Source: an optimization exercise on an open RTL-to-GDS flow (aim: small area, a short achievable clock period and few clock cycles). Production flows keep margins and buffers that such runs may drop. Only simulation tests tie the RTL to the original design; equivalence was not proved. No activity file was given, so power comes from the tool's default toggle rates.

## flow/design.v (module list and top-level ports; edited modules follow where they fit)
// module stokast_dpt: 75 lines
// module stokast_hmul1: 23 lines
// module stokast_hmul2: 23 lines
// module stokast_trik: 26 lines
// module stokast_sine_q: 971 lines
// module stokast_core: 630 lines
// module stokast_unit: 59 lines
// module stokast_tchk: 21 lines
// module stokast_add: 30 lines
// module stokast_wave: 33 lines
module stokast_core (
    input  wire        clk,
    input  wire        rst,
    input  wire        cmd_valid,
    output wire        cmd_ready,
    input  wire        cmd_pass,
    input  wire [63:0] cmd_word,
    input  wire [31:0] cmd_now,
    input  wire [79:0] cmd_fate,
    output reg         resp_valid,
    output reg  [3:0]  resp_emit,
    output wire [47:0] resp_dac,
    output wire [4:0]  resp_mode,
    output wire        resp_fault
);
  // ...
==> flow/run.sh <==
#!/bin/bash
# synth_recipe.tcl (not shown) runs the flow's synth.tcl, then flattens the netlist and writes it again
# the make line also repeats each setting of config.mk as NAME=value (left out here)
make -C /OpenROAD-flow-scripts/flow DESIGN_CONFIG=/design/flow/config.mk WORK_HOME=/design/flow/orfs CLKGATE_MAP_FILE= SYNTH_SCRIPT=/design/flow/synth_recipe.tcl finish
==> flow/config.mk <==
export PLATFORM = sky130hd
export DESIGN_NAME = stokast_core
export DESIGN_NICKNAME = stokast_core
export VERILOG_FILES = /design/flow/design.v
export SDC_FILE = /design/flow/constraint.sdc
export NUM_CORES = 4
export LEC_CHECK = 0
export CAP_MARGIN = 20
export CORE_MARGIN = 2
export CORE_UTILIZATION = 40
export SLEW_MARGIN = 20
==> flow/constraint.sdc <==
create_clock -name core_clock -period 20.0 [get_ports {clk}]
set_input_delay 4.0000 -clock core_clock [delete_from_list [all_inputs] [get_ports {clk}]]
set_output_delay 4.0000 -clock core_clock [all_outputs]
set_load 0.01 [all_outputs]
==> impl_results.md, run 1 <==
* Status: finished clean
* Worst Hold Path EP: w2_t[0]
* DIE AREA at 339,900 µm²
* Combinational gate power at 10.3 mW
* Setup tns final at 0 ns
* Initial antenna violation count at 26
* Multi-input combinational area share at 0.5776
* Met1 WL at 220.5 mm
* Worst EP required at 20.59 ns
* Util after Layout at 0.4433
* Tap Count at 4,387
* Register area at 42,350 µm²
* Via/cell ratio at 6.249
* Worst path most repeated cell: o21ai_0
* Core ar. at 333,700 µm²
* HP Class: reg2reg
* Final nets at 16.94k
* Pre-Repair DR Iteration Count at 7
* Commonest non-fill, non-tap cell in the layout: nand2_1
* P_clk at 3.56 mW
* P_sw at 8.368 mW
* Placer's final routability congestion estimate at 0.9929
* Seq area share at 0.2863
* Reg2reg start: me_nib[0]
* Post-DP Area at 141,600 µm²
Testbench counts, summed over its fixed seeds: cycles 87,117.
==> module stokast_core, before the edit <==
module stokast_core (
    input  wire        clk,
    input  wire        rst,
    input  wire        cmd_valid,
    output wire        cmd_ready,
    input  wire        cmd_pass,
    input  wire [63:0] cmd_word,
    input  wire [31:0] cmd_now,
    input  wire [79:0] cmd_fate,
    output reg         resp_valid,
    output reg  [3:0]  resp_emit,
    output wire [47:0] resp_dac,
    output wire [4:0]  resp_mode,
    output wire        resp_fault
);
    localparam [2:0] K_RUN = 3'd0, K_SEED = 3'd1, K_FATE = 3'd2, K_LENGTH = 3'd3,
                     K_OFFSET = 3'd4, K_LFO = 3'd5, K_STEPS = 3'd6, K_TSYNC = 3'd7;
    localparam [1:0] SYNC_SYNC = 2'd0, SYNC_FREE = 2'd1, SYNC_LOOP = 2'd2;
    localparam [3:0] OP_TICK = 4'd0, OP_RESET = 4'd1, OP_SEED = 4'd2, OP_SEEDCLICK = 4'd3,
                     OP_LENGTH = 4'd4, OP_LENGTHCLICK = 4'd5, OP_OFFSET = 4'd6,
                     OP_OFFSETCLICK = 4'd7, OP_STEPS = 4'd8, OP_STEPSCLICK = 4'd9;
    localparam [31:0] IDLE_TIMEOUT = 32'd5000;
    localparam [2:0] S_IDLE = 3'd0, S_PASS = 3'd1, S_TICK = 3'd2, S_MOD = 3'd3, S_STEPS = 3'd4;
    localparam [1:0] MK_LFO = 2'd0, MK_OFS = 2'd1, MK_SYNC = 2'd2;
    reg [13:0] seed;
    reg [6:0]  plen;
    reg [6:0]  length   [0:3];
    reg [6:0]  steps    [0:3];
    reg [5:0]  offset   [0:3];
    reg [1:0]  sync     [0:3];
    reg [3:0]  lfo_mode [0:3];
    reg [4:0]  mode;
    reg [31:0] tick_count;
    reg [31:0] gph;
    reg [5:0]  tph      [0:3];
    reg        reset_armed;
    reg [31:0] predicted;
    reg [31:0] last_tick_time;
    reg [31:0] last_action;
    reg [11:0] last_out [0:3];
    reg [3:0]  last_ok;
    reg [3:0]  gate_high;
    reg [31:0] rand_idx [0:3];
    reg [5:0]  rand_mod [0:3];    
    reg        regen;
    reg        acted;
    reg        fault;
    reg [3:0]  tph_ok;            
    reg [31:0] base     [0:3];    
    reg [3:0]  dirty;
    assign resp_dac   = {last_out[3], last_out[2], last_out[1], last_out[0]};
    assign resp_mode  = mode;
    assign resp_fault = fault;
    reg        cv;
    reg        c_pass;
    reg [63:0] c_word;
    reg [31:0] c_now;
    reg [79:0] c_fate;
    reg [2:0]  state;
    reg        up_v;        
    wire base_rdy = (dirty == 4'd0) && !up_v;
    wire consume  = cv && (state == S_IDLE) && (!c_pass || base_rdy);
    assign cmd_ready = !cv || consume;
    reg [1:0]  otrk;        
    reg [1:0]  mod_kind;
    reg        mod_neg;
    reg [7:0]  step_cnt;
    reg        step_up;
    wire [3:0]  w_opc = c_word[3:0];
    wire [1:0]  w_trk = c_word[5:4];
    wire [25:0] w_rsv = c_word[31:6];
    wire [31:0] w_pay = c_word[63:32];
    wire        w_small = (w_pay[31:7] == 25'd0) || (w_pay[31:7] == {25{1'b1}});
    wire signed [8:0] w_d = {w_pay[7], w_pay[7:0]};
    reg w_ok;
    always @(*) begin
        w_ok = (w_opc <= 4'd9) && (w_rsv == 26'd0);
        if (w_opc <= 4'd5 && w_trk != 2'd0) w_ok = 1'b0;
        if ((w_opc == OP_RESET || w_opc == OP_SEEDCLICK || w_opc == OP_LENGTHCLICK ||
             w_opc == OP_OFFSETCLICK || w_opc == OP_STEPSCLICK) && w_pay != 32'd0)
            w_ok = 1'b0;
        if ((w_opc == OP_SEED || w_opc == OP_LENGTH || w_opc == OP_OFFSET ||
             w_opc == OP_STEPS) && !w_small)
            w_ok = 1'b0;
    end
    wire [2:0] mode_kind = mode[4:2];
    function [6:0] fate_len(input [3:0] sel);
        case (sel)
            4'd0:  fate_len = 7'd2;
            4'd1:  fate_len = 7'd4;
            4'd2:  fate_len = 7'd8;
            4'd3:  fate_len = 7'd16;
            4'd4:  fate_len = 7'd32;
            4'd5:  fate_len = 7'd64;
            4'd6:  fate_len = 7'd3;
            4'd7:  fate_len = 7'd5;
            4'd8:  fate_len = 7'd6;
            4'd9:  fate_len = 7'd7;
            4'd10: fate_len = 7'd12;
            4'd11: fate_len = 7'd24;
            4'd12: fate_len = 7'd2;
            4'd13: fate_len = 7'd4;
            4'd14: fate_len = 7'd8;
            default: fate_len = 7'd16;
        endcase
    endfunction
    reg [6:0] den [0:3];
    reg [3:0] is_loop;
    integer t;
    always @(*) begin
        for (t = 0; t < 4; t = t + 1) begin
            den[t]     = (sync[t] == SYNC_SYNC && plen < length[t]) ? plen : length[t];
            is_loop[t] = (sync[t] == SYNC_LOOP);
        end
    end
    reg        me_busy;
    reg [2:0]  me_nib;      
    reg [5:0]  me_r;
    reg [6:0]  me_den;
    reg [1:0]  me_src;      
    reg [7:0]  me_val;
    wire [31:0] me_word = (me_src == 2'd0) ? gph : (me_src == 2'd1) ? tick_count : {24'd0, me_val};
    wire [3:0]  me_bits = me_word[4*me_nib +: 4];
    reg  [6:0]  me_x;
    reg  [7:0]  me_d;
    reg  [5:0]  me_rn;
    integer ms;
    always @(*) begin
        me_rn = me_r;
        for (ms = 3; ms >= 0; ms = ms - 1) begin
            me_x = {me_rn, me_bits[ms]};
            me_d = {1'b0, me_x} - {1'b0, me_den};
            me_rn = me_d[7] ? me_x[5:0] : me_d[5:0];
        end
    end
    wire        me_last = (me_nib == 3'd0);
    wire [5:0]  me_res  = (mod_neg && me_rn != 6'd0) ? (me_den[5:0] - me_rn) : me_rn;
    function [2:0] top_nib(input [31:0] x);
        integer i;
        begin
            top_nib = 3'd0;
            for (i = 1; i < 8; i = i + 1)
                if (x[4*i +: 4] != 4'd0) top_nib = i[2:0];
        end
    endfunction
    reg [7:0] so_n, so_l;
    always @(*) begin
        so_n = {1'b0, steps[otrk]};
        so_l = {1'b0, length[otrk]};
        if (step_up) begin
            so_n = so_n + 8'd1;
            if (so_n > so_l) begin
                so_l = so_l + 8'd1;
                so_n = 8'd0;
            end
        end else begin
            if (so_n == 8'd0) begin
                so_l = so_l - 8'd1;
                so_n = so_l;
            end else begin
                so_n = so_n - 8'd1;
            end
        end
        if (so_l < 8'd2)  so_l = 8'd2;
        if (so_l > 8'd64) so_l = 8'd64;
        if (so_n > 8'd64) so_n = 8'd64;
        if (so_n > so_l)  so_n = so_l;
    end
    wire [1:0]  upick = dirty[0] ? 2'd0 : dirty[1] ? 2'd1 : dirty[2] ? 2'd2 : 2'd3;
    wire [31:0] up_dpt_w;
    stokast_dpt u_dpt (.len(length[upick]), .dpt(up_dpt_w));
    reg  [1:0]  up_t;
    reg  [5:0]  up_k;
    reg  [31:0] up_dpt;
    wire [31:0] up_prod = up_dpt * up_k;
    reg  [3:0]  dset;      
    wire [31:0] s_e   = c_now - last_tick_time;
    wire [33:0] s_e1  = {2'b0, c_now} - {2'b0, last_tick_time} - {2'b0, predicted};
    wire [33:0] s_e2  = {2'b0, c_now} - {2'b0, last_tick_time} - {1'b0, predicted, 1'b0};
    wire        s_zero = (predicted == 32'd0) || (s_e == 32'd0);
    wire        s_full = !s_zero && !s_e1[33];
    wire        s_idle = (c_now - last_action) >= IDLE_TIMEOUT;
    reg [31:0] pm;         
    reg [33:0] pm1;        
    reg [33:0] pm2;        
    reg [31:0] u_R [0:3];
    reg [31:0] u_P [0:3];
    reg [4:0]  u_J [0:3];    
    reg [5:0]  u_g [0:3];    
    reg [3:0]  u_busy;
    wire [31:0] un_R [0:3];
    wire [31:0] un_P [0:3];
    wire [5:0]  un_g [0:3];
    wire [3:0]  u_fin;        
    wire [3:0]  u_fns;        
    reg  [3:0]  tri_ok;       
    reg  [3:0]  is_tri;
    always @(*)
        for (t = 0; t < 4; t = t + 1)
            is_tri[t] = (lfo_mode[t] >= 4'd6) && (lfo_mode[t] <= 4'd8);
    assign u_fin = (is_tri & tri_ok) | (~is_tri & u_fns);
    wire [3:0] tel = u_busy & is_tri & ~tri_ok;
    reg  [1:0] tptr;
    wire [1:0] tp1 = tptr + 2'd1, tp2 = tptr + 2'd2, tp3 = tptr + 2'd3;
    wire [1:0] tsel = tel[tp1] ? tp1 : tel[tp2] ? tp2 : tel[tp3] ? tp3 : tptr;
    wire       tchk;
    stokast_tchk u_tchk (.md(lfo_mode[tsel]), .P(u_P[tsel]), .J(u_J[tsel]), .ok(tchk));
    genvar gi;
    generate
        for (gi = 0; gi < 4; gi = gi + 1) begin : g_unit
            stokast_unit u_unit (
                .L(length[gi]), .md(lfo_mode[gi]), .R(u_R[gi]), .P(u_P[gi]), .J(u_J[gi]), .g(u_g[gi]),
                .pm(pm), .pm1(pm1), .pm2(pm2), .pd(predicted),
                .nR(un_R[gi]), .nP(un_P[gi]), .ng(un_g[gi]), .fin(u_fns[gi]));
        end
    endgenerate
    wire [3:0] rdy = u_busy & u_fin;
    wire [1:0] wpick = rdy[0] ? 2'd0 : rdy[1] ? 2'd1 : rdy[2] ? 2'd2 : 2'd3;
    reg        w_v;
    reg [1:0]  w_t;
    reg        w2_v;
    reg [1:0]  w2_t;
    reg [11:0] w2_val;
    wire [11:0] wave_val;
    stokast_wave u_wave (.mode(lfo_mode[w_t]), .phase(u_P[w_t]), .value(wave_val));
    reg [3:0]  gpend;
    reg        h_busy;
    reg [1:0]  h_ph;        
    reg [2:0]  h_cnt;
    reg [1:0]  h_t;
    reg [31:0] h_acc;
    reg [31:0] h_x;
    wire [1:0]  hpick = gpend[0] ? 2'd0 : gpend[1] ? 2'd1 : gpend[2] ? 2'd2 : 2'd3;
    wire [31:0] h_m1, h_m2;
    stokast_hmul1 u_hm1 (.d(h_x[31:28]), .v(h_m1));
    stokast_hmul2 u_hm2 (.d(h_x[31:28]), .v(h_m2));
    wire [31:0] h_sum  = {h_acc[27:0], 4'd0} + (h_ph[1] ? h_m2 : h_m1);
    wire [6:0]  h_n    = (steps[h_t] != 7'd0) ? steps[h_t] : length[h_t];
    reg signed [15:0] sv;    
    reg [15:0]        sabs;
    reg [3:0]         tslow;
    reg [5:0]         tinc;
    wire tick_slow = |(~tph_ok & ~({4{reset_armed}} & ~is_loop));
    wire [1:0] tpick = tslow[0] ? 2'd0 : tslow[1] ? 2'd1 : tslow[2] ? 2'd2 : 2'd3;
    always @(posedge clk) begin
        if (rst) begin
            seed           <= 14'd0;
            plen           <= 7'd16;
            for (t = 0; t < 4; t = t + 1) begin
                length[t]   <= 7'd16;
                steps[t]    <= 7'd0;
                offset[t]   <= 6'd0;
                sync[t]     <= SYNC_SYNC;
                lfo_mode[t] <= 4'd0;
                tph[t]      <= 6'd0;
                last_out[t] <= 12'd0;
                rand_idx[t] <= 32'd0;
                rand_mod[t] <= 6'd0;
                base[t]     <= 32'd0;
            end
            mode           <= 5'd0;
            tick_count     <= 32'd0;
            gph            <= 32'd0;
            reset_armed    <= 1'b1;
            predicted      <= 32'd0;
            last_tick_time <= 32'd0;
            last_action    <= 32'd0;
            last_ok        <= 4'd0;
            gate_high      <= 4'd0;
            regen          <= 1'b0;
            acted          <= 1'b0;
            fault          <= 1'b0;
            tph_ok         <= 4'hF;
            dirty          <= 4'd0;
            up_v           <= 1'b0;
            cv             <= 1'b0;
            state          <= S_IDLE;
            otrk           <= 2'd0;
            mod_kind       <= MK_LFO;
            mod_neg        <= 1'b0;
            step_cnt       <= 8'd0;
            step_up        <= 1'b0;
            me_busy        <= 1'b0;
            tslow          <= 4'd0;
            u_busy         <= 4'd0;
            w_v            <= 1'b0;
            w2_v           <= 1'b0;
            tri_ok         <= 4'd0;
            tptr           <= 2'd0;
            gpend          <= 4'd0;
            h_busy         <= 1'b0;
            resp_valid     <= 1'b0;
            resp_emit      <= 4'd0;
        end else begin
            resp_valid <= 1'b0;
            dset = 4'd0;
            if (cmd_ready) begin
                cv <= cmd_valid;
                if (cmd_valid) begin
                    c_pass <= cmd_pass;
                    c_word <= cmd_word;
                    c_now  <= cmd_now;
                    c_fate <= cmd_fate;
                end
            end
            for (t = 0; t < 4; t = t + 1) begin
                if (u_J[t] != 5'd0) begin
                    u_R[t] <= un_R[t];
                    u_P[t] <= un_P[t];
                    u_g[t] <= un_g[t];
                    u_J[t] <= u_J[t] - 5'd1;
                end
            end
            if (me_busy) begin
                me_r   <= me_rn;
                me_nib <= me_nib - 3'd1;
                if (me_last) me_busy <= 1'b0;
            end
            case (state)
            S_IDLE: if (consume) begin
                if (c_pass) begin
                    resp_emit <= 4'd0;
                    if (fault) begin
                        resp_valid <= 1'b1;
                    end else if (c_word[1:0] == 2'd3 || c_word[3:2] == 2'd3 ||
                                 c_word[5:4] == 2'd3 || c_word[7:6] == 2'd3) begin
                        fault      <= 1'b1;
                        resp_valid <= 1'b1;
                    end else begin
                        if (regen) begin
                            for (t = 0; t < 4; t = t + 1) begin
                                rand_idx[t] <= 32'd0;
                                rand_mod[t] <= 6'd0;
                            end
                            regen <= 1'b0;
                        end
                        if (acted) begin
                            last_action <= c_now;
                            acted <= 1'b0;
                        end else if (mode != 5'd0 && s_idle) begin
                            mode <= 5'd0;
                        end
                        pm  <= s_full ? predicted : s_e;
                        pm1 <= s_full ? 34'd0 : s_e1;
                        pm2 <= s_full ? -{2'b0, predicted} : s_e2;
                        tri_ok <= 4'd0;
                        for (t = 0; t < 4; t = t + 1) begin
                            u_busy[t] <= (lfo_mode[t] != 4'd0);
                            u_P[t]    <= base[t];
                            u_R[t]    <= s_full ? 32'd0 : s_e;
                            if (s_zero) begin
                                u_J[t] <= 5'd0;
                            end else begin
                                case (length[t][6:2])
                                    5'd0:       begin u_J[t] <= s_full ? 5'd31 : 5'd30;
                                                      u_g[t] <= s_full ? 6'd1  : (6'd3  - {4'd0, length[t][1:0]}); end
                                    5'd1:       begin u_J[t] <= s_full ? 5'd30 : 5'd29;
                                                      u_g[t] <= s_full ? 6'd3  : (6'd7  - {3'd0, length[t][2:0]}); end
                                    5'd2, 5'd3: begin u_J[t] <= s_full ? 5'd29 : 5'd28;
                                                      u_g[t] <= s_full ? 6'd7  : (6'd15 - {2'd0, length[t][3:0]}); end
                                    5'd4, 5'd5, 5'd6, 5'd7:
                                                begin u_J[t] <= s_full ? 5'd28 : 5'd27;
                                                      u_g[t] <= s_full ? 6'd15 : (6'd31 - {1'd0, length[t][4:0]}); end
                                    5'd16:      begin u_J[t] <= s_full ? 5'd26 : 5'd25;
                                                      u_g[t] <= s_full ? 6'd63 : 6'd63; end
                                    default:    begin u_J[t] <= s_full ? 5'd27 : 5'd26;
                                                      u_g[t] <= s_full ? 6'd31 : (6'd63 - length[t][5:0]); end
                                endcase
                            end
                        end
                        for (t = 0; t < 4; t = t + 1) begin
                            gpend[t] <= (c_word[2*t +: 2] == 2'd1) && !gate_high[t] && (lfo_mode[t] == 4'd0);
                            if (c_word[2*t +: 2] == 2'd1) gate_high[t] <= 1'b1;
                            if (c_word[2*t +: 2] == 2'd2) gate_high[t] <= 1'b0;
                        end
                        state <= S_PASS;
                    end
                end else if (!fault) begin
                    if (!w_ok) begin
                        fault <= 1'b1;
                    end else begin
                        otrk <= w_trk;
                        case (w_opc)
                        OP_TICK: begin
                            last_tick_time <= c_now;
                            predicted      <= w_pay;
                            tick_count     <= tick_count + 32'd1;
                            if (reset_armed) begin
                                gph <= 32'd0;
                                reset_armed <= 1'b0;
                            end else begin
                                gph <= gph + 32'd1;
                            end
                            for (t = 0; t < 4; t = t + 1) begin
                                tinc = tph[t] + 6'd1;
                                if (reset_armed && !is_loop[t]) begin
                                    tph[t]    <= 6'd0;
                                    tph_ok[t] <= 1'b1;
                                    tslow[t]  <= 1'b0;
                                end else if (tph_ok[t]) begin
                                    tph[t]    <= ({1'b0, tinc} == den[t]) ? 6'd0 : tinc;
                                    tslow[t]  <= 1'b0;
                                end else begin
                                    tslow[t]  <= 1'b1;
                                end
                            end
                            dset  = 4'hF;
                            state <= tick_slow ? S_TICK : S_IDLE;
                        end
                        OP_RESET: reset_armed <= 1'b1;
                        OP_SEED: begin
                            if (mode_kind == K_FATE) begin
                                for (t = 0; t < 4; t = t + 1) begin
                                    length[t] <= fate_len(c_fate[16*t +: 4]);
                                    steps[t]  <= ({1'b0, c_fate[16*t+4 +: 6]} > fate_len(c_fate[16*t +: 4])) ?
                                                 fate_len(c_fate[16*t +: 4]) : {1'b0, c_fate[16*t+4 +: 6]};
                                    offset[t] <= ({1'b0, c_fate[16*t+10 +: 6]} >= fate_len(c_fate[16*t +: 4])) ?
                                                 (fate_len(c_fate[16*t +: 4]) - 7'd1) : c_fate[16*t+10 +: 6];
                                end
                                dset        = 4'hF;
                                tph_ok      <= 4'd0;
                                seed        <= (c_fate[79:64] > 16'd9999) ? 14'd9999 : c_fate[77:64];
                                regen       <= 1'b1;
                                reset_armed <= 1'b1;
                                acted       <= 1'b1;
                            end else begin
                                sv = $signed({2'b0, seed}) + w_d;
                                if (sv >= 0 && sv <= 9999) begin
                                    seed  <= sv[13:0];
                                    regen <= 1'b1;
                                    mode  <= {K_SEED, 2'd0};
                                    acted <= 1'b1;
                                end
                            end
                        end
                        OP_SEEDCLICK: begin
                            mode  <= (mode_kind == K_FATE) ? {K_SEED, 2'd0} : {K_FATE, 2'd0};
                            acted <= 1'b1;
                        end
                        OP_LENGTH: begin
                            sv = $signed({9'b0, plen}) + w_d;
                            if (sv >= 2 && sv <= 64) begin
                                plen   <= sv[6:0];
                                regen  <= 1'b1;
                                mode   <= {K_LENGTH, 2'd0};
                                acted  <= 1'b1;
                                tph_ok <= 4'd0;
                            end
                        end
                        OP_LENGTHCLICK: ;
                        OP_OFFSET: begin
                            if (mode == {K_LFO, w_trk}) begin
                                sv = $signed({12'b0, lfo_mode[w_trk]}) + w_d;
                                mod_kind <= MK_LFO;
                                me_den   <= 7'd12;
                            end else begin
                                sv = $signed({10'b0, offset[w_trk]}) + w_d;
                                mod_kind <= MK_OFS;
                                mode     <= {K_OFFSET, w_trk};
                                me_den   <= length[w_trk];
                            end
                            sabs = sv[15] ? -sv : sv;
                            mod_neg <= sv[15];
                            me_val  <= sabs[7:0];
                            me_src  <= 2'd2;
                            me_r    <= 6'd0;
                            me_nib  <= 3'd1;
                            me_busy <= 1'b1;
                            regen   <= 1'b1;
                            acted   <= 1'b1;
                            state   <= S_MOD;
                        end
                        OP_OFFSETCLICK: begin
                            mode  <= (mode == {K_LFO, w_trk}) ? {K_OFFSET, w_trk} : {K_LFO, w_trk};
                            acted <= 1'b1;
                        end
                        OP_STEPS: begin
                            acted <= 1'b1;
                            tph_ok[w_trk] <= 1'b0;
                            if (mode == {K_TSYNC, w_trk}) begin
                                sv = $signed({14'b0, sync[w_trk]}) + w_d;
                                sabs = sv[15] ? -sv : sv;
                                mod_kind <= MK_SYNC;
                                mod_neg  <= sv[15];
                                me_den   <= 7'd3;
                                me_val   <= sabs[7:0];
                                me_src   <= 2'd2;
                                me_r     <= 6'd0;
                                me_nib   <= 3'd1;
                                me_busy  <= 1'b1;
                                state    <= S_MOD;
                            end else begin
                                regen    <= 1'b1;
                                mode     <= {K_STEPS, w_trk};
                                step_up  <= !w_d[8];
                                step_cnt <= w_d[8] ? -w_d[7:0] : w_d[7:0];
                                state    <= S_STEPS;
                            end
                        end
                        OP_STEPSCLICK: begin
                            mode  <= (mode == {K_TSYNC, w_trk}) ? {K_STEPS, w_trk} : {K_TSYNC, w_trk};
                            acted <= 1'b1;
                        end
                        default: ;
                        endcase
                    end
                end
            end
            S_TICK: begin
                if (!me_busy) begin
                    if (tslow == 4'd0) begin
                        state <= S_IDLE;
                    end else begin
                        otrk    <= tpick;
                        me_den  <= den[tpick];
                        me_src  <= is_loop[tpick] ? 2'd1 : 2'd0;
                        me_nib  <= top_nib(is_loop[tpick] ? tick_count : gph);
                        me_r    <= 6'd0;
                        me_busy <= 1'b1;
                        mod_neg <= 1'b0;
                        tslow[tpick] <= 1'b0;
                    end
                end else if (me_last) begin
                    tph[otrk]    <= me_rn;
                    tph_ok[otrk] <= 1'b1;
                    dset[otrk]   = 1'b1;
                end
            end
            S_MOD: begin
                if (me_last) begin
                    case (mod_kind)
                        MK_LFO:  lfo_mode[otrk] <= me_res[3:0];
                        MK_SYNC: sync[otrk]     <= me_res[1:0];
                        default: offset[otrk]   <= me_res[5:0];
                    endcase
                    state <= S_IDLE;
                end
            end
            S_STEPS: begin
                if (step_cnt != 8'd0) begin
                    steps[otrk]  <= so_n[6:0];
                    length[otrk] <= so_l[6:0];
                    step_cnt     <= step_cnt - 8'd1;
                    dset[otrk]   = 1'b1;
                end else begin
                    mod_kind <= MK_OFS;
                    mod_neg  <= 1'b0;
                    me_den   <= length[otrk];
                    me_val   <= {2'd0, offset[otrk]};
                    me_src   <= 2'd2;
                    me_r     <= 6'd0;
                    me_nib   <= 3'd1;
                    me_busy  <= 1'b1;
                    state    <= S_MOD;
                end
            end
            S_PASS: begin
                if (tel != 4'd0) begin
                    tptr <= tsel;
                    if (tchk) tri_ok[tsel] <= 1'b1;
                end
                w_v <= 1'b0;
                if (rdy != 4'd0) begin
                    w_v <= 1'b1;
                    w_t <= wpick;
                    u_busy[wpick] <= 1'b0;
                end
                w2_v <= w_v;
                w2_t <= w_t;
                w2_val <= wave_val;
                if (w2_v) begin
                    if (!last_ok[w2_t] || last_out[w2_t] != w2_val) begin
                        resp_emit[w2_t]         <= 1'b1;
                        last_out[w2_t]          <= w2_val;
                        last_ok[w2_t]           <= 1'b1;
                    end
                end
                if (!h_busy) begin
                    if (gpend != 4'd0) begin
                        h_busy <= 1'b1;
                        h_ph   <= 2'd0;
                        h_cnt  <= 3'd5;
                        h_t    <= hpick;
                        h_acc  <= 32'd0;
                        h_x    <= {2'd0, seed, hpick, rand_mod[hpick], 8'd0};
                        gpend[hpick] <= 1'b0;
                    end
                end else if (h_ph == 2'd0) begin
                    h_x   <= {h_x[27:0], 4'd0};
                    h_acc <= h_sum;
                    h_cnt <= h_cnt - 3'd1;
                    if (h_cnt == 3'd0) h_ph <= 2'd1;
                end else if (h_ph == 2'd1) begin
                    h_x   <= h_acc ^ {15'd0, h_acc[31:15]};
                    h_acc <= 32'd0;
                    h_cnt <= 3'd7;
                    h_ph  <= 2'd2;
                end else begin
                    h_x   <= {h_x[27:0], 4'd0};
                    h_acc <= h_sum;
                    h_cnt <= h_cnt - 3'd1;
                    if (h_cnt == 3'd0) begin
                        h_busy                 <= 1'b0;
                        resp_emit[h_t]         <= 1'b1;
                        last_out[h_t]          <= h_sum[31:20];
                        last_ok[h_t]           <= 1'b1;
                        rand_idx[h_t]          <= rand_idx[h_t] + 32'd1;
                        rand_mod[h_t]          <= (rand_idx[h_t] == 32'hFFFFFFFF ||
                                                   {1'b0, rand_mod[h_t]} + 7'd1 == h_n) ? 6'd0 : rand_mod[h_t] + 6'd1;
                    end
                end
                if (u_busy == 4'd0 && !w_v && gpend == 4'd0 && (!h_busy || (h_ph == 2'd2 && h_cnt == 3'd0))) begin
                    resp_valid <= 1'b1;
                    state      <= S_IDLE;
                end
            end
            default: state <= S_IDLE;
            endcase
            up_v <= 1'b0;
            if (dirty != 4'd0) begin
                up_v   <= 1'b1;
                up_t   <= upick;
                up_k   <= tph[upick];
                up_dpt <= up_dpt_w;
            end
            if (up_v) base[up_t] <= up_prod;
            dirty <= (dirty & ~((dirty != 4'd0) ? (4'd1 << upick) : 4'd0)) | dset;
        end
    end
endmodule
==> module stokast_unit, before the edit <==
module stokast_unit (
    input  wire [6:0]  L,
    input  wire [3:0]  md,
    input  wire [31:0] R,
    input  wire [31:0] P,
    input  wire [4:0]  J,
    input  wire [5:0]  g,
    input  wire [31:0] pm,
    input  wire [33:0] pm1,
    input  wire [33:0] pm2,
    input  wire [31:0] pd,
    output wire [31:0] nR,
    output wire [31:0] nP,
    output wire [5:0]  ng,
    output wire        fin
);
    wire [6:0]  g2 = {g, 1'b1};
    wire        gb = (g2 >= L);
    wire [6:0]  g3 = gb ? (g2 - L) : g2;
    assign ng = g3[5:0];
    wire [33:0] R2 = {1'b0, R, 1'b0};
    wire [33:0] A0, A1, A2;
    wire        co0, co1, co2;
    stokast_add #(34) u_a0 (.a(R2), .b(gb ? {2'b0, pm} : 34'd0), .ci(1'b0), .s(A0), .co(co0));
    stokast_add #(34) u_a1 (.a(R2), .b(gb ? pm1 : {2'b11, ~pd}), .ci(~gb), .s(A1), .co(co1));
    stokast_add #(34) u_a2 (.a(R2), .b(pm2), .ci(1'b0), .s(A2), .co(co2));
    wire        c2 = gb & ~A2[33];
    wire        c1 = ~A1[33];
    assign nR = c2 ? A2[31:0] : c1 ? A1[31:0] : A0[31:0];
    reg  [31:0] tge, oh, mk;
    integer i;
    always @(*) begin
        for (i = 0; i < 32; i = i + 1) begin
            tge[i] = (J <= i);
            oh[i]  = (J == i + 1);
            mk[i]  = (J != 5'd0) && (J >= i);
        end
    end
    wire        pk = |(P & oh);
    reg  [31:0] cy;        
    reg  [31:0] pa;
    integer l;
    always @(*) begin
        pa = P | ~tge;
        cy = {pa[30:0], 1'b1};
        for (l = 1; l < 32; l = l * 2)
            cy = cy & ((cy << l) | ((32'd1 << l) - 32'd1));
    end
    wire [31:0] flip = (oh & {32{c1 & ~c2}}) | (tge & cy & {32{c2 | (c1 & pk)}});
    assign nP = P ^ flip;
    wire [1:0]  addq = (md == 4'd4 || md == 4'd7 || md == 4'd10) ? 2'b01 :
                       (md == 4'd5 || md == 4'd8 || md == 4'd11) ? 2'b10 : 2'b00;
    wire [31:0] q  = {P[31:30] + addq, P[29:0]};
    wire        x20 = (&(q[19:0] | mk[19:0])) & (|(q[19:0] & mk[19:0]));
    wire        x31 = (&(q[30:0] | mk[30:0])) & (|(q[30:0] & mk[30:0]));
    wire ok_saw = (J < 5'd20) & ~x20;
    wire ok_sq  = (J < 5'd31) & ~x31;
    assign fin = (md >= 4'd9) ? ok_sq : ok_saw;
endmodule
==> run 2, diff against run 1 <==
--- a/flow/design.v
+++ b/flow/design.v
@@ -1129,6 +1129,6 @@
     output reg  [3:0]  resp_emit,
     output wire [47:0] resp_dac,
-    output wire [4:0]  resp_mode,
-    output wire        resp_fault
+    output reg  [4:0]  resp_mode,
+    output reg         resp_fault
 );
     localparam [2:0] K_RUN = 3'd0, K_SEED = 3'd1, K_FATE = 3'd2, K_LENGTH = 3'd3,
@@ -1168,6 +1168,5 @@
     reg [3:0]  dirty;
     assign resp_dac   = {last_out[3], last_out[2], last_out[1], last_out[0]};
-    assign resp_mode  = mode;
-    assign resp_fault = fault;
+    reg [3:0]  pe;                
     reg        cv;
     reg        c_pass;
@@ -1178,5 +1177,9 @@
     reg        up_v;        
     wire base_rdy = (dirty == 4'd0) && !up_v;
-    wire consume  = cv && (state == S_IDLE) && (!c_pass || base_rdy);
+    wire pass_done;         
+    wire c_pfault = fault || (c_word[1:0] == 2'd3) || (c_word[3:2] == 2'd3) ||
+                    (c_word[5:4] == 2'd3) || (c_word[7:6] == 2'd3);
+    wire consume  = cv && (!c_pass || base_rdy) &&
+                    ((state == S_IDLE) || (pass_done && !(c_pass && c_pfault)));
     assign cmd_ready = !cv || consume;
     reg [1:0]  otrk;        
@@ -1233,5 +1236,5 @@
     end
     reg        me_busy;
-    reg [2:0]  me_nib;      
+    reg [3:0]  me_nib;      
     reg [5:0]  me_r;
     reg [6:0]  me_den;
@@ -1239,5 +1242,5 @@
     reg [7:0]  me_val;
     wire [31:0] me_word = (me_src == 2'd0) ? gph : (me_src == 2'd1) ? tick_count : {24'd0, me_val};
-    wire [3:0]  me_bits = me_word[4*me_nib +: 4];
+    wire [1:0]  me_bits = me_word[2*me_nib +: 2];
     reg  [6:0]  me_x;
     reg  [7:0]  me_d;
@@ -1246,5 +1249,5 @@
     always @(*) begin
         me_rn = me_r;
-        for (ms = 3; ms >= 0; ms = ms - 1) begin
+        for (ms = 1; ms >= 0; ms = ms - 1) begin
             me_x = {me_rn, me_bits[ms]};
             me_d = {1'b0, me_x} - {1'b0, me_den};
@@ -1252,12 +1255,28 @@
         end
     end
-    wire        me_last = (me_nib == 3'd0);
+    wire        me_last = (me_nib == 4'd0);
     wire [5:0]  me_res  = (mod_neg && me_rn != 6'd0) ? (me_den[5:0] - me_rn) : me_rn;
-    function [2:0] top_nib(input [31:0] x);
+    function [6:0] fmod(input signed [15:0] x, input [6:0] den);
+        reg signed [15:0] d, y;
+        begin
+            d = {9'd0, den};
+            if (x < 0) begin
+                y = x + d;
+                fmod = {!y[15], y[5:0]};
+            end else if (x < d) begin
+                fmod = {1'b1, x[5:0]};
+            end else begin
+                y = x - d;
+                fmod = {(y < d), y[5:0]};
+            end
+        end
+    endfunction
+    reg [6:0] fm;
+    function [3:0] top_nib(input [31:0] x);
         integer i;
         begin
-            top_nib = 3'd0;
-            for (i = 1; i < 8; i = i + 1)
-                if (x[4*i +: 4] != 4'd0) top_nib = i[2:0];
+            top_nib = 4'd0;
+            for (i = 1; i < 16; i = i + 1)
+                if (x[2*i +: 2] != 2'd0) top_nib = i[3:0];
         end
     endfunction
@@ -1310,6 +1329,11 @@
     wire [31:0] un_P [0:3];
     wire [5:0]  un_g [0:3];
+    wire [3:0]  un_b;
+    reg  [3:0]  u_b;          
     wire [3:0]  u_fin;        
     wire [3:0]  u_fns;        
+    wire [3:0]  un_fin;       
+    reg  [3:0]  u_fr;
+    assign u_fns = u_fr;
     reg  [3:0]  tri_ok;       
     reg  [3:0]  is_tri;
@@ -1318,32 +1342,41 @@
             is_tri[t] = (lfo_mode[t] >= 4'd6) && (lfo_mode[t] <= 4'd8);
     assign u_fin = (is_tri & tri_ok) | (~is_tri & u_fns);
-    wire [3:0] tel = u_busy & is_tri & ~tri_ok;
+    wire [3:0] tel = u_busy & is_tri & ~tri_ok & {u_J[3] < 5'd19, u_J[2] < 5'd19, u_J[1] < 5'd19, u_J[0] < 5'd19};
     reg  [1:0] tptr;
     wire [1:0] tp1 = tptr + 2'd1, tp2 = tptr + 2'd2, tp3 = tptr + 2'd3;
     wire [1:0] tsel = tel[tp1] ? tp1 : tel[tp2] ? tp2 : tel[tp3] ? tp3 : tptr;
+    reg  [1:0] tsr;           
+    reg        tsv;
     wire       tchk;
-    stokast_tchk u_tchk (.md(lfo_mode[tsel]), .P(u_P[tsel]), .J(u_J[tsel]), .ok(tchk));
+    stokast_tchk u_tchk (.md(lfo_mode[tsr]), .P(u_P[tsr]), .J(u_J[tsr]), .ok(tchk));
     genvar gi;
     generate
         for (gi = 0; gi < 4; gi = gi + 1) begin : g_unit
             stokast_unit u_unit (
-                .L(length[gi]), .md(lfo_mode[gi]), .R(u_R[gi]), .P(u_P[gi]), .J(u_J[gi]), .g(u_g[gi]),
+                .L(length[gi]), .md(lfo_mode[gi]), .R(u_R[gi]), .P(u_P[gi]), .J(u_J[gi]), .g(u_g[gi]), .b(u_b[gi]),
                 .pm(pm), .pm1(pm1), .pm2(pm2), .pd(predicted),
-                .nR(un_R[gi]), .nP(un_P[gi]), .ng(un_g[gi]), .fin(u_fns[gi]));
+                .nR(un_R[gi]), .nP(un_P[gi]), .ng(un_g[gi]), .nb(un_b[gi]), .fin(un_fin[gi]));
         end
     endgenerate
     wire [3:0] rdy = u_busy & u_fin;
-    wire [1:0] wpick = rdy[0] ? 2'd0 : rdy[1] ? 2'd1 : rdy[2] ? 2'd2 : 2'd3;
-    reg        w_v;
-    reg [1:0]  w_t;
-    reg        w2_v;
-    reg [1:0]  w2_t;
-    reg [11:0] w2_val;
-    wire [11:0] wave_val;
-    stokast_wave u_wave (.mode(lfo_mode[w_t]), .phase(u_P[w_t]), .value(wave_val));
-    reg [3:0]  gpend;
     reg        h_busy;
     reg [1:0]  h_ph;        
     reg [2:0]  h_cnt;
+    reg [3:0]  gpend;
+    assign pass_done = (state == S_PASS) && (u_busy == 4'd0) && (gpend == 4'd0) &&
+                       (!h_busy || (h_ph == 2'd2 && h_cnt == 3'd0));
+    wire [1:0] wpick = rdy[0] ? 2'd0 : rdy[1] ? 2'd1 : rdy[2] ? 2'd2 : 2'd3;
+    reg        w2_v;
+    reg [1:0]  w2_t;
+    reg [12:0] wa_q;
+    reg [10:0] wa_sq;
+    reg [10:0] wa_kh;
+    reg        wa_knz, wa_qnz;
+    wire [12:0] wq;
+    wire [10:0] wsq, wkh;
+    wire        wknz, wqnz;
+    stokast_wave_a u_wa (.mode(lfo_mode[wpick]), .phase(u_P[wpick]), .qh(wq), .sq(wsq), .kh(wkh), .knz(wknz), .qnz(wqnz));
+    wire [11:0] w2_val;
+    stokast_wave_b u_wb (.mode(lfo_mode[w2_t]), .qh(wa_q), .sq(wa_sq), .kh(wa_kh), .knz(wa_knz), .qnz(wa_qnz), .value(w2_val));
     reg [1:0]  h_t;
     reg [31:0] h_acc;
@@ -1359,4 +1392,6 @@
     reg [3:0]         tslow;
     reg [5:0]         tinc;
+    reg [4:0]         ji;
+    reg [5:0]         g_i;
     wire tick_slow = |(~tph_ok & ~({4{reset_armed}} & ~is_loop));
     wire [1:0] tpick = tslow[0] ? 2'd0 : tslow[1] ? 2'd1 : tslow[2] ? 2'd2 : 2'd3;
@@ -1402,29 +1437,33 @@
             tslow          <= 4'd0;
             u_busy         <= 4'd0;
-            w_v            <= 1'b0;
             w2_v           <= 1'b0;
             tri_ok         <= 4'd0;
             tptr           <= 2'd0;
+            tsv            <= 1'b0;
+            tsr            <= 2'd0;
             gpend          <= 4'd0;
             h_busy         <= 1'b0;
             resp_valid     <= 1'b0;
             resp_emit      <= 4'd0;
+            resp_mode      <= 5'd0;
+            resp_fault     <= 1'b0;
+            pe             <= 4'd0;
         end else begin
             resp_valid <= 1'b0;
             dset = 4'd0;
             if (cmd_ready) begin
-                cv <= cmd_valid;
-                if (cmd_valid) begin
-                    c_pass <= cmd_pass;
-                    c_word <= cmd_word;
-                    c_now  <= cmd_now;
-                    c_fate <= cmd_fate;
-                end
+                cv     <= cmd_valid;
+                c_pass <= cmd_pass;
+                c_word <= cmd_word;
+                c_now  <= cmd_now;
+                c_fate <= cmd_fate;
             end
             for (t = 0; t < 4; t = t + 1) begin
                 if (u_J[t] != 5'd0) begin
+                    u_fr[t] <= un_fin[t];
                     u_R[t] <= un_R[t];
                     u_P[t] <= un_P[t];
                     u_g[t] <= un_g[t];
+                    u_b[t] <= un_b[t];
                     u_J[t] <= u_J[t] - 5'd1;
                 end
@@ -1432,17 +1471,138 @@
             if (me_busy) begin
                 me_r   <= me_rn;
-                me_nib <= me_nib - 3'd1;
+                me_nib <= me_nib - 4'd1;
                 if (me_last) me_busy <= 1'b0;
             end
             case (state)
-            S_IDLE: if (consume) begin
+            S_IDLE: ;
+            S_TICK: begin
+                if (!me_busy) begin
+                    if (tslow == 4'd0) begin
+                        state <= S_IDLE;
+                    end else begin
+                        otrk    <= tpick;
+                        me_den  <= den[tpick];
+                        me_src  <= is_loop[tpick] ? 2'd1 : 2'd0;
+                        me_nib  <= top_nib(is_loop[tpick] ? tick_count : gph);
+                        me_r    <= 6'd0;
+                        me_busy <= 1'b1;
+                        mod_neg <= 1'b0;
+                        tslow[tpick] <= 1'b0;
+                    end
+                end else if (me_last) begin
+                    tph[otrk]    <= me_rn;
+                    tph_ok[otrk] <= 1'b1;
+                    dset[otrk]   = 1'b1;
+                end
+            end
+            S_MOD: begin
+                if (me_last) begin
+                    case (mod_kind)
+                        MK_LFO:  lfo_mode[otrk] <= me_res[3:0];
+                        MK_SYNC: sync[otrk]     <= me_res[1:0];
+                        default: offset[otrk]   <= me_res[5:0];
+                    endcase
+                    state <= S_IDLE;
+                end
+            end
+            S_STEPS: begin
+                if (step_cnt != 8'd0) begin
+                    steps[otrk]  <= so_n[6:0];
+                    length[otrk] <= so_l[6:0];
+                    step_cnt     <= step_cnt - 8'd1;
+                    dset[otrk]   = 1'b1;
+                end else if ({1'b0, offset[otrk]} < length[otrk]) begin
+                    state    <= S_IDLE;
+                end else if ({1'b0, offset[otrk]} - length[otrk] < length[otrk]) begin
+                    offset[otrk] <= offset[otrk] - length[otrk][5:0];
+                    state    <= S_IDLE;
+                end else begin
+                    mod_kind <= MK_OFS;
+                    mod_neg  <= 1'b0;
+                    me_den   <= length[otrk];
+                    me_val   <= {2'd0, offset[otrk]};
+                    me_src   <= 2'd2;
+                    me_r     <= 6'd0;
+                    me_nib   <= 4'd3;
+                    me_busy  <= 1'b1;
+                    state    <= S_MOD;
+                end
+            end
+            S_PASS: begin
+                tsv <= (tel != 4'd0);
+                tsr <= tsel;
+                if (tel != 4'd0) tptr <= tsel;
+                if (tsv && tchk) tri_ok[tsr] <= 1'b1;
+                w2_v <= 1'b0;
+                if (rdy != 4'd0) begin
+                    w2_v   <= 1'b1;
+                    w2_t   <= wpick;
+                    wa_q   <= wq;
+                    wa_sq  <= wsq;
+                    wa_kh  <= wkh;
+                    wa_knz <= wknz;
+                    wa_qnz <= wqnz;
+                    u_busy[wpick] <= 1'b0;
+                end
+                if (w2_v) begin
+                    if (!last_ok[w2_t] || last_out[w2_t] != w2_val) begin
+                        pe[w2_t]                <= 1'b1;
+                        last_out[w2_t]          <= w2_val;
+                        last_ok[w2_t]           <= 1'b1;
+                    end
+                end
+                if (!h_busy) begin
+                    if (gpend != 4'd0) begin
+                        h_busy <= 1'b1;
+                        h_ph   <= 2'd0;
+                        h_cnt  <= 3'd5;
+                        h_t    <= hpick;
+                        h_acc  <= 32'd0;
+                        h_x    <= {2'd0, seed, hpick, rand_mod[hpick], 8'd0};
+                        gpend[hpick] <= 1'b0;
+                    end
+                end else if (h_ph == 2'd0) begin
+                    h_x   <= {h_x[27:0], 4'd0};
+                    h_acc <= h_sum;
+                    h_cnt <= h_cnt - 3'd1;
+                    if (h_cnt == 3'd0) h_ph <= 2'd1;
+                end else if (h_ph == 2'd1) begin
+                    h_x   <= h_acc ^ {15'd0, h_acc[31:15]};
+                    h_acc <= 32'd0;
+                    h_cnt <= 3'd7;
+                    h_ph  <= 2'd2;
+                end else begin
+                    h_x   <= {h_x[27:0], 4'd0};
+                    h_acc <= h_sum;
+                    h_cnt <= h_cnt - 3'd1;
+                    if (h_cnt == 3'd0) begin
+                        h_busy                 <= 1'b0;
+                        pe[h_t]                <= 1'b1;
+                        last_out[h_t]          <= h_sum[31:20];
+                        last_ok[h_t]           <= 1'b1;
+                        rand_idx[h_t]          <= rand_idx[h_t] + 32'd1;
+                        rand_mod[h_t]          <= (rand_idx[h_t] == 32'hFFFFFFFF ||
+                                                   {1'b0, rand_mod[h_t]} + 7'd1 == h_n) ? 6'd0 : rand_mod[h_t] + 6'd1;
+                    end
+                end
+                if (pass_done) begin
+                    resp_valid <= 1'b1;
+                    resp_emit  <= pe | ((w2_v && (!last_ok[w2_t] || last_out[w2_t] != w2_val)) ? (4'd1 << w2_t) : 4'd0)
+                                     | ((h_busy && h_ph == 2'd2 && h_cnt == 3'd0) ? (4'd1 << h_t) : 4'd0);
+                    resp_mode  <= mode;
+                    resp_fault <= 1'b0;
+                    state      <= S_IDLE;
+                end
+            end
+            default: state <= S_IDLE;
+            endcase
+            if (consume) begin
                 if (c_pass) begin
-                    resp_emit <= 4'd0;
-                    if (fault) begin
-                        resp_valid <= 1'b1;
-                    end else if (c_word[1:0] == 2'd3 || c_word[3:2] == 2'd3 ||
-                                 c_word[5:4] == 2'd3 || c_word[7:6] == 2'd3) begin
+                    pe <= 4'd0;
+                    if (c_pfault) begin
                         fault      <= 1'b1;
                         resp_valid <= 1'b1;
+                        resp_fault <= 1'b1;
+                        resp_mode  <= mode;
                     end else begin
                         if (regen) begin
@@ -1463,27 +1623,27 @@
                         pm2 <= s_full ? -{2'b0, predicted} : s_e2;
                         tri_ok <= 4'd0;
+                        u_fr   <= {4{s_zero}};
                         for (t = 0; t < 4; t = t + 1) begin
                             u_busy[t] <= (lfo_mode[t] != 4'd0);
                             u_P[t]    <= base[t];
                             u_R[t]    <= s_full ? 32'd0 : s_e;
-                            if (s_zero) begin
-                                u_J[t] <= 5'd0;
-                            end else begin
-                                case (length[t][6:2])
-                                    5'd0:       begin u_J[t] <= s_full ? 5'd31 : 5'd30;
-                                                      u_g[t] <= s_full ? 6'd1  : (6'd3  - {4'd0, length[t][1:0]}); end
-                                    5'd1:       begin u_J[t] <= s_full ? 5'd30 : 5'd29;
-                                                      u_g[t] <= s_full ? 6'd3  : (6'd7  - {3'd0, length[t][2:0]}); end
-                                    5'd2, 5'd3: begin u_J[t] <= s_full ? 5'd29 : 5'd28;
-                                                      u_g[t] <= s_full ? 6'd7  : (6'd15 - {2'd0, length[t][3:0]}); end
-                                    5'd4, 5'd5, 5'd6, 5'd7:
-                                                begin u_J[t] <= s_full ? 5'd28 : 5'd27;
-                                                      u_g[t] <= s_full ? 6'd15 : (6'd31 - {1'd0, length[t][4:0]}); end
-                                    5'd16:      begin u_J[t] <= s_full ? 5'd26 : 5'd25;
-                                                      u_g[t] <= s_full ? 6'd63 : 6'd63; end
-                                    default:    begin u_J[t] <= s_full ? 5'd27 : 5'd26;
-                                                      u_g[t] <= s_full ? 6'd31 : (6'd63 - length[t][5:0]); end
-                                endcase
-                            end
+                            case (length[t][6:2])
+                                5'd0:       begin ji = s_full ? 5'd31 : 5'd30;
+                                                  g_i = s_full ? 6'd1  : (6'd3  - {4'd0, length[t][1:0]}); end
+                                5'd1:       begin ji = s_full ? 5'd30 : 5'd29;
+                                                  g_i = s_full ? 6'd3  : (6'd7  - {3'd0, length[t][2:0]}); end
+                                5'd2, 5'd3: begin ji = s_full ? 5'd29 : 5'd28;
+                                                  g_i = s_full ? 6'd7  : (6'd15 - {2'd0, length[t][3:0]}); end
+                                5'd4, 5'd5, 5'd6, 5'd7:
+                                            begin ji = s_full ? 5'd28 : 5'd27;
+                                                  g_i = s_full ? 6'd15 : (6'd31 - {1'd0, length[t][4:0]}); end
+                                5'd16:      begin ji = s_full ? 5'd26 : 5'd25;
+                                                  g_i = 6'd63; end
+                                default:    begin ji = s_full ? 5'd27 : 5'd26;
+                                                  g_i = s_full ? 6'd31 : (6'd63 - length[t][5:0]); end
+                            endcase
+                            u_J[t] <= s_zero ? 5'd0 : ji;
+                            u_g[t] <= g_i;
+                            u_b[t] <= s_full | ({g_i, 1'b1} >= length[t]);
                         end
                         for (t = 0; t < 4; t = t + 1) begin
@@ -1579,13 +1739,19 @@
                             end
                             sabs = sv[15] ? -sv : sv;
+                            fm   = fmod(sv, (mode == {K_LFO, w_trk}) ? 7'd12 : length[w_trk]);
                             mod_neg <= sv[15];
                             me_val  <= sabs[7:0];
                             me_src  <= 2'd2;
                             me_r    <= 6'd0;
-                            me_nib  <= 3'd1;
-                            me_busy <= 1'b1;
+                            me_nib  <= 4'd3;
                             regen   <= 1'b1;
                             acted   <= 1'b1;
-                            state   <= S_MOD;
+                            if (fm[6]) begin
+                                if (mode == {K_LFO, w_trk}) lfo_mode[w_trk] <= fm[3:0];
+                                else                        offset[w_trk]   <= fm[5:0];
+                            end else begin
+                                me_busy <= 1'b1;
+                                state   <= S_MOD;
+                            end
                         end
                         OP_OFFSETCLICK: begin
@@ -1599,4 +1765,5 @@
                                 sv = $signed({14'b0, sync[w_trk]}) + w_d;
                                 sabs = sv[15] ? -sv : sv;
+                                fm   = fmod(sv, 7'd3);
                                 mod_kind <= MK_SYNC;
                                 mod_neg  <= sv[15];
@@ -1605,7 +1772,11 @@
                                 me_src   <= 2'd2;
                                 me_r     <= 6'd0;
-                                me_nib   <= 3'd1;
-                                me_busy  <= 1'b1;
-                                state    <= S_MOD;
+                                me_nib   <= 4'd3;
+                                if (fm[6]) begin
+                                    sync[w_trk] <= fm[1:0];
+                                end else begin
+                                    me_busy  <= 1'b1;
+                                    state    <= S_MOD;
+                                end
                             end else begin
                                 regen    <= 1'b1;
@@ -1625,114 +1796,4 @@
                 end
             end
-            S_TICK: begin
-                if (!me_busy) begin
-                    if (tslow == 4'd0) begin
-                        state <= S_IDLE;
-                    end else begin
-                        otrk    <= tpick;
-                        me_den  <= den[tpick];
-                        me_src  <= is_loop[tpick] ? 2'd1 : 2'd0;
-                        me_nib  <= top_nib(is_loop[tpick] ? tick_count : gph);
-                        me_r    <= 6'd0;
-                        me_busy <= 1'b1;
-                        mod_neg <= 1'b0;
-                        tslow[tpick] <= 1'b0;
-                    end
-                end else if (me_last) begin
-                    tph[otrk]    <= me_rn;
-                    tph_ok[otrk] <= 1'b1;
-                    dset[otrk]   = 1'b1;
-                end
-            end
-            S_MOD: begin
-                if (me_last) begin
-                    case (mod_kind)
-                        MK_LFO:  lfo_mode[otrk] <= me_res[3:0];
-                        MK_SYNC: sync[otrk]     <= me_res[1:0];
-                        default: offset[otrk]   <= me_res[5:0];
-                    endcase
-                    state <= S_IDLE;
-                end
-            end
-            S_STEPS: begin
-                if (step_cnt != 8'd0) begin
-                    steps[otrk]  <= so_n[6:0];
-                    length[otrk] <= so_l[6:0];
-                    step_cnt     <= step_cnt - 8'd1;
-                    dset[otrk]   = 1'b1;
-                end else begin
-                    mod_kind <= MK_OFS;
-                    mod_neg  <= 1'b0;
-                    me_den   <= length[otrk];
-                    me_val   <= {2'd0, offset[otrk]};
-                    me_src   <= 2'd2;
-                    me_r     <= 6'd0;
-                    me_nib   <= 3'd1;
-                    me_busy  <= 1'b1;
-                    state    <= S_MOD;
-                end
-            end
-            S_PASS: begin
-                if (tel != 4'd0) begin
-                    tptr <= tsel;
-                    if (tchk) tri_ok[tsel] <= 1'b1;
-                end
-                w_v <= 1'b0;
-                if (rdy != 4'd0) begin
-                    w_v <= 1'b1;
-                    w_t <= wpick;
-                    u_busy[wpick] <= 1'b0;
-                end
-                w2_v <= w_v;
-                w2_t <= w_t;
-                w2_val <= wave_val;
-                if (w2_v) begin
-                    if (!last_ok[w2_t] || last_out[w2_t] != w2_val) begin
-                        resp_emit[w2_t]         <= 1'b1;
-                        last_out[w2_t]          <= w2_val;
-                        last_ok[w2_t]           <= 1'b1;
-                    end
-                end
-                if (!h_busy) begin
-                    if (gpend != 4'd0) begin
-                        h_busy <= 1'b1;
-                        h_ph   <= 2'd0;
-                        h_cnt  <= 3'd5;
-                        h_t    <= hpick;
-                        h_acc  <= 32'd0;
-                        h_x    <= {2'd0, seed, hpick, rand_mod[hpick], 8'd0};
-                        gpend[hpick] <= 1'b0;
-                    end
-                end else if (h_ph == 2'd0) begin
-                    h_x   <= {h_x[27:0], 4'd0};
-                    h_acc <= h_sum;
-                    h_cnt <= h_cnt - 3'd1;
-                    if (h_cnt == 3'd0) h_ph <= 2'd1;
-                end else if (h_ph == 2'd1) begin
-                    h_x   <= h_acc ^ {15'd0, h_acc[31:15]};
-                    h_acc <= 32'd0;
-                    h_cnt <= 3'd7;
-                    h_ph  <= 2'd2;
-                end else begin
-                    h_x   <= {h_x[27:0], 4'd0};
-                    h_acc <= h_sum;
-                    h_cnt <= h_cnt - 3'd1;
-                    if (h_cnt == 3'd0) begin
-                        h_busy                 <= 1'b0;
-                        resp_emit[h_t]         <= 1'b1;
-                        last_out[h_t]          <= h_sum[31:20];
-                        last_ok[h_t]           <= 1'b1;
-                        rand_idx[h_t]          <= rand_idx[h_t] + 32'd1;
-                        rand_mod[h_t]          <= (rand_idx[h_t] == 32'hFFFFFFFF ||
-                                                   {1'b0, rand_mod[h_t]} + 7'd1 == h_n) ? 6'd0 : rand_mod[h_t] + 6'd1;
-                    end
-                end
-                if (u_busy == 4'd0 && !w_v && gpend == 4'd0 && (!h_busy || (h_ph == 2'd2 && h_cnt == 3'd0))) begin
-                    resp_valid <= 1'b1;
-                    state      <= S_IDLE;
-                end
-            end
-            default: state <= S_IDLE;
-            endcase
             up_v <= 1'b0;
             if (dirty != 4'd0) begin
@@ -1754,4 +1815,5 @@
     input  wire [4:0]  J,
     input  wire [5:0]  g,
+    input  wire        b,
     input  wire [31:0] pm,
     input  wire [33:0] pm1,
@@ -1761,10 +1823,12 @@
     output wire [31:0] nP,
     output wire [5:0]  ng,
+    output wire        nb,
     output wire        fin
 );
+    wire        gb = b;
     wire [6:0]  g2 = {g, 1'b1};
-    wire        gb = (g2 >= L);
     wire [6:0]  g3 = gb ? (g2 - L) : g2;
     assign ng = g3[5:0];
+    assign nb = ({g3[5:0], 1'b1} >= L);
     wire [33:0] R2 = {1'b0, R, 1'b0};
     wire [33:0] A0, A1, A2;
@@ -1776,5 +1840,5 @@
     wire        c1 = ~A1[33];
     assign nR = c2 ? A2[31:0] : c1 ? A1[31:0] : A0[31:0];
-    reg  [31:0] tge, oh, mk;
+    reg  [31:0] tge, oh;
     integer i;
     always @(*) begin
@@ -1782,5 +1846,4 @@
             tge[i] = (J <= i);
             oh[i]  = (J == i + 1);
-            mk[i]  = (J != 5'd0) && (J >= i);
         end
     end
@@ -1797,12 +1860,21 @@
     wire [31:0] flip = (oh & {32{c1 & ~c2}}) | (tge & cy & {32{c2 | (c1 & pk)}});
     assign nP = P ^ flip;
-    wire [1:0]  addq = (md == 4'd4 || md == 4'd7 || md == 4'd10) ? 2'b01 :
-                       (md == 4'd5 || md == 4'd8 || md == 4'd11) ? 2'b10 : 2'b00;
-    wire [31:0] q  = {P[31:30] + addq, P[29:0]};
-    wire        x20 = (&(q[19:0] | mk[19:0])) & (|(q[19:0] & mk[19:0]));
-    wire        x31 = (&(q[30:0] | mk[30:0])) & (|(q[30:0] & mk[30:0]));
-    wire ok_saw = (J < 5'd20) & ~x20;
-    wire ok_sq  = (J < 5'd31) & ~x31;
-    assign fin = (md >= 4'd9) ? ok_sq : ok_saw;
+    wire [1:0]  addq = (md == 4'd4 || md == 4'd10) ? 2'b01 :
+                       (md == 4'd5 || md == 4'd11) ? 2'b10 : 2'b00;
+    wire [31:0] mn   = ~tge;
+    wire [31:0] pp1  = P ^ (oh | (tge & cy & {32{pk}}));    
+    wire [31:0] pp2  = P ^ (tge & cy);                       
+    function okv(input [31:0] pc);
+        reg [31:0] q;
+        reg x20, x31;
+        begin
+            q   = {pc[31:30] + addq, pc[29:0]};
+            x20 = (&(q[19:0] | mn[19:0])) & (|(q[19:0] & mn[19:0]));
+            x31 = (&(q[30:0] | mn[30:0])) & (|(q[30:0] & mn[30:0]));
+            okv = (md >= 4'd9) ? ~x31 : ((J <= 5'd20) & ~x20);
+        end
+    endfunction
+    wire f0 = okv(P), f1 = okv(pp1), f2 = okv(pp2);
+    assign fin = (J == 5'd1) | (c2 ? f2 : c1 ? f1 : f0);
 endmodule
 module stokast_tchk (
@@ -1857,33 +1929,46 @@
     assign co = G[W-1];
 endmodule
-module stokast_wave (
+module stokast_wave_a (
     input  wire [3:0]  mode,
     input  wire [31:0] phase,
-    output reg  [11:0] value
+    output wire [12:0] qh,
+    output wire [10:0] sq,
+    output wire [10:0] kh,
+    output wire        knz,
+    output wire        qnz
 );
-    reg  [1:0] add;
-    always @(*) begin
-        case (mode)
-            4'd4, 4'd7, 4'd10: add = 2'b01;
-            4'd5, 4'd8, 4'd11: add = 2'b10;
-            default:           add = 2'b00;
-        endcase
-    end
+    wire [1:0]  add = (mode == 4'd4 || mode == 4'd7 || mode == 4'd10) ? 2'b01 :
+                      (mode == 4'd5 || mode == 4'd8 || mode == 4'd11) ? 2'b10 : 2'b00;
     wire [31:0] q = {phase[31:30] + add, phase[29:0]};
+    assign qh = q[31:19];
     wire [10:0] s_idx = q[30] ? (11'd1024 - {1'b0, q[29:20]}) : {1'b0, q[29:20]};
-    wire [10:0] s_q;
-    stokast_sine_q u_sine (.idx(s_idx), .q_out(s_q));
-    wire [11:0] sine_v = q[31] ? (12'd2048 - {1'b0, s_q}) : (12'd2048 + {1'b0, s_q});
-    wire        tri_mid = (q[31:30] == 2'b01) || (q[31:30] == 2'b10);
-    wire [31:0] tri_d   = tri_mid ? (32'h80000000 - q) : q;
-    wire [32:0] tri_w   = {2'b0, tri_d[18:0], 11'd0} + {~tri_d[31], ~tri_d} + 33'h020000001;
-    wire [11:0] tri_v   = 12'd2048 + tri_d[30:19] + {{9{tri_w[32]}}, tri_w[32:30]};
+    stokast_sine_q u_sine (.idx(s_idx), .q_out(sq));
+    wire [29:0] k = {q[18:0], 11'd0} - {11'd0, q[18:0]};
+    assign kh  = k[29:19];
+    assign knz = |k[18:0];
+    assign qnz = |q[18:0];
+endmodule
+module stokast_wave_b (
+    input  wire [3:0]  mode,
+    input  wire [12:0] qh,
+    input  wire [10:0] sq,
+    input  wire [10:0] kh,
+    input  wire        knz,
+    input  wire        qnz,
+    output reg  [11:0] value
+);
+    wire [11:0] sine_v = qh[12] ? (12'd2048 - {1'b0, sq}) : (12'd2048 + {1'b0, sq});
+    wire        mid = (qh[12:11] == 2'b01) || (qh[12:11] == 2'b10);
+    wire [12:0] dh  = mid ? (13'd4096 - qh - {12'd0, qnz}) : qh;
+    wire [12:0] a   = (mid && qnz) ? (13'd3071 - {2'd0, kh} - {12'd0, knz}) : (13'd1024 + {2'd0, kh});
+    wire [13:0] df  = {1'b0, a} - {dh[12], dh};
+    wire [11:0] tri_v = 12'd2048 + dh[11:0] + {{9{df[13]}}, df[13:11]};
     always @(*) begin
         case (mode)
-            4'd1:                value = q[31:20];
-            4'd2:                value = ~q[31:20];
+            4'd1:                value = qh[12:1];
+            4'd2:                value = ~qh[12:1];
             4'd3, 4'd4, 4'd5:    value = sine_v;
             4'd6, 4'd7, 4'd8:    value = tri_v;
-            4'd9, 4'd10, 4'd11:  value = q[31] ? 12'd0 : 12'd4095;
+            4'd9, 4'd10, 4'd11:  value = qh[12] ? 12'd0 : 12'd4095;
             default:             value = 12'd0;
         endcase
==> flow/flow/run.sh (new file) <==
#!/bin/bash
# The standard layout (standard.sh), with ORFS's timing repair asked to leave
# 13.5 ns of setup slack at the design's own clock period and constraints.
set -euo pipefail
bash standard.sh SETUP_SLACK_MARGIN=13.5 finish > standard_flow.log 2>&1
==> flow/standard.sh (new file) <==
#!/bin/bash
# synth_recipe.tcl (not shown) runs the flow's synth.tcl, then flattens the netlist and writes it again
# the make line also repeats each setting of config.mk as NAME=value (left out here)
make -C /OpenROAD-flow-scripts/flow DESIGN_CONFIG=/design/flow/config.mk WORK_HOME=/design/flow/orfs CLKGATE_MAP_FILE= SYNTH_SCRIPT=/design/flow/synth_recipe.tcl "${@:-finish}"
removed: flow/run.sh
==> run 2 against run 1 <==
Against the previous run:
- still clean on timing, DRC and antenna
- sequential power about the same
- cell count up 12%
- via count up 14%
- core utilization up 1.8 points
- critical path depth down 11
- sequential cell count up 38
- global-route usage up 2.6 points
- die area up 9.1%
- worst hold slack better by 0.0068 ns
- synthesized cell count up 11%
- non-clock buffer count up 408
- register-to-register slack better by 6.0 ns
==> impl_results.md, run 2 <==
* Util after Layout at 0.4609 (+0.01765)
* Met2 usage in global routing at 0.4798
* Reg2reg start: wa_qnz
* Commonest non-fill, non-tap cell in the layout: nand2_1
* Gr busiest metal: met2
* Crit path capture type: flip-flop
* Setup crit start kind: flip-flop
* Overall Global Routing Usage at 0.3252
* Placer's final routability congestion estimate at 1.033 (+4.0%)
* Ratio of cells with drive above 1 in the final layout at 0.1217
* Register area at 43,400 µm² (+2.5%)
* Pre-Repair DR Iteration Count at 8 (+1)
* Hold depth at 2
* Multi-input logic area at 99,140 µm²
* IO Count at 240
* Hold Fails Final Rpt at 0
* Core ar. at 365,000 µm² (+9.4%)
* Worst Hold Path EP: last_tick_time[22]
* Predominant post-synthesis flop cell: edfxtp_1
* Leak Pwr at 65.03 nW
* Slowest cell on the critical path: maj3_1
* Fin Clk Skew at 0.1060 ns
* Layout fillers at 35.56k
* Die Span Y at 608.9 µm
* Tmin final at 7.301 ns
* Largest net degree at the start of global routing at 137
* Final worst path period share at 0.3651
* Max Cap Viol at 0
* Most frequent cells in the layout: nand2_1 (1,815), nor2_1 (1,589), a21oi_1 (1,350), edfxtp_1 (1,212), o21ai_0 (1,062)
* Slew @ Worst Pin at 1.220 ns
* Yosys top cell by area: edfxtp_1
* Post-route ant nets at 0
* Area delta synth->final at 14.96%
* Worst IR Drop VDD at 0.1278 mV
* Global route overflow at 0
* Reg2Reg Setup Slack at 12.70 ns
* Synth Area in Simple Gates at 0.1812
* FP Rows at 222
* # H-tree levels at 4
* Final Max Slew Viols at 0
* CTS tree: yes
* Reg2reg end: last_out[0][1]
* Worst path most repeated cell: a21oi_2
* Clock root buffer: clkbuf_16
* Global-route track usage on met3 at 0.07471
* Top cells by area, synth: edfxtp_1 (25%), ha_1 (8.5%), a21oi_1 (4.9%)
* Drt drc at 0
* Port bufs at 239
* Starting Density at 0.4009
* HPWL Detailed at 454.6 mm
* Synthesized cell area at 146,300 µm²
* 1st-iter DRT viols at 19.38k
* HP Class: reg2reg
* Clk Latency, worst-skew pair at 0.94 ns
* Mapped Nets at 18.85k
* Final nets at 18.94k (+12%)
* Worst EP arrival at 7.88 ns
* R2r worst-path depth at 38
* DIE AREA at 370,700 µm² (+9.1%)
* P per Cell Area at 116.2 nW/µm²
* Status: finished clean
* FMAX at 137.0 MHz
* Post-synth EDFFs at 1,212
* M1 GR Usage at 0.4467
* Worst EP required at 20.57 ns (-0.02 ns)
* Synth Register Bits at 1,561
* Initial antenna violation count at 33 (+27%)
* Die X at 608.9 µm
* Setup tns final at 0 ns (unchanged)
* Via/cell ratio at 6.383 (+2.2%)
* Post-synth cell types at 117
-- run 2: worst max-delay path by stage --
stage                endpoint  slack [ns]  cells after the start
3_3_place_gp     offset[1][1]       11.49                     29
5_1_grt        last_out[1][1]       12.32                     33
4_1_cts             cmd_ready       12.73                     10
3_5_place_dp           u_b[2]       11.48                     31
2_1_floorplan  last_out[3][6]       13.36                     38
6_report       last_out[0][1]       12.70                     38
-- run 2: metal layers --
layer  share of wire  vias up
met5         0.00028        -
met2            0.42     8539
met1            0.41    69270
met3            0.11     1729
met4           0.058       20
li1                -    63720
-- run 2: report_power, final --
part | switching (mW) | internal, mW | total [mW] | leakage, nW
Combinational | 7.05 | 4.21 | 11.3 | 47.1
Clock | 1.58 | 2.21 | 3.79 | 3.26
Sequential | 0.492 | 4.01 | 4.50 | 14.7
Total | 9.12 | 10.4 | 19.6 | 65.0
-- run 2: per-stage QoR --
step           worst slack, ns  hold slack, ns  std cells  area, µm²  total power, mW
2_1_floorplan            13.36          0.4319      17360     146800            11.61
3_3_place_gp             11.49          0.4380      21690     154300            14.82
3_5_place_dp             11.48          0.4437      21690     154300            14.88
4_1_cts                  12.73          0.4520      22270     165300            18.98
5_1_grt                  12.32          0.4651      22430     168200            20.58
6_report                 12.70          0.4491      22450     168200            19.55
-- run 2: cells by family (layout without fill, tap and decap cells) --
| logic type | after synthesis | count (layout) |
|---|---|---|
| adder cells (fa/ha/maj) | 1316 | 1316 |
| multiplexers | 437 | 437 |
| buffers and inverters | 2041 | 2281 |
| other | 2 | 24 |
| AO/OA/AOI/OAI | 5189 | 5191 |
| XOR/XNOR | 1089 | 1089 |
| AND/OR/NAND/NOR | 5724 | 5732 |
| flip-flops | 1561 | 1561 |
-- run 2: cell type report --
| cell class | count | share of cell area |
|---|---|---|
| Antenna cell | 22 | 0.0003272 |
| Clock buffer | 242 | 0.03185 |
| Clock inverter | 108 | 0.007720 |
| Inverter | 908 | 0.02065 |
| Multi-Input combinational cell | 13770 | 0.5893 |
| Sequential cell | 1561 | 0.2580 |
| Tap cell | 4816 | 0.03582 |
| Timing Repair Buffer | 1022 | 0.05629 |
| Timing Repair inverter | 1 | 0.00002975 |
-- run 2: timing repair --
action | 4_1_cts | 5_1_grt
endpoints found under the setup margin | 720 | 601
cloned | 18 | 13
pin swaps | 157 | 177
setup buffers | 220 | 136
gates resized for setup | 492 | 336
-- run 2: worst max-delay path, delay by kind of cell, from the launching register on --
family                   cells  cell delay (ns)
AO/OA/AOI/OAI               14             2.51
XOR/XNOR                     4             0.59
adder cells (fa/ha/maj)      8             1.97
buffers and inverters        8             0.96
flip-flops                   1             0.39
AND/OR/NAND/NOR              4             0.57
Testbench counts of run 2, summed over its fixed seeds: cycles 76,114.

[port drivers added, routing unchanged]
The flow's constraints put no driver on any port. The routed layouts listed below were extracted and timed again, unchanged, in two steps. Step 1 sets driving cells, clkbuf_16 on the clock port and buf_2 on the other inputs (assumed; they add their load-dependent delay and slew). Step 2 times the ports against the registers' clock, not the clock port: input delays grow and output delays shrink by t, the midpoint of the rising clock arrivals with the driver on. a / b / c = no drivers / after step 1 / after step 2; a / b = the first two.
| run | t, ns | setup slack, ns |
|---|---|---|
| run 1 | 0.990 | 6.747 / 6.747 / 6.747 |
| run 2 | 0.995 | 12.699 / 12.605 / 12.688 |
After both steps every run listed still meets setup and hold.
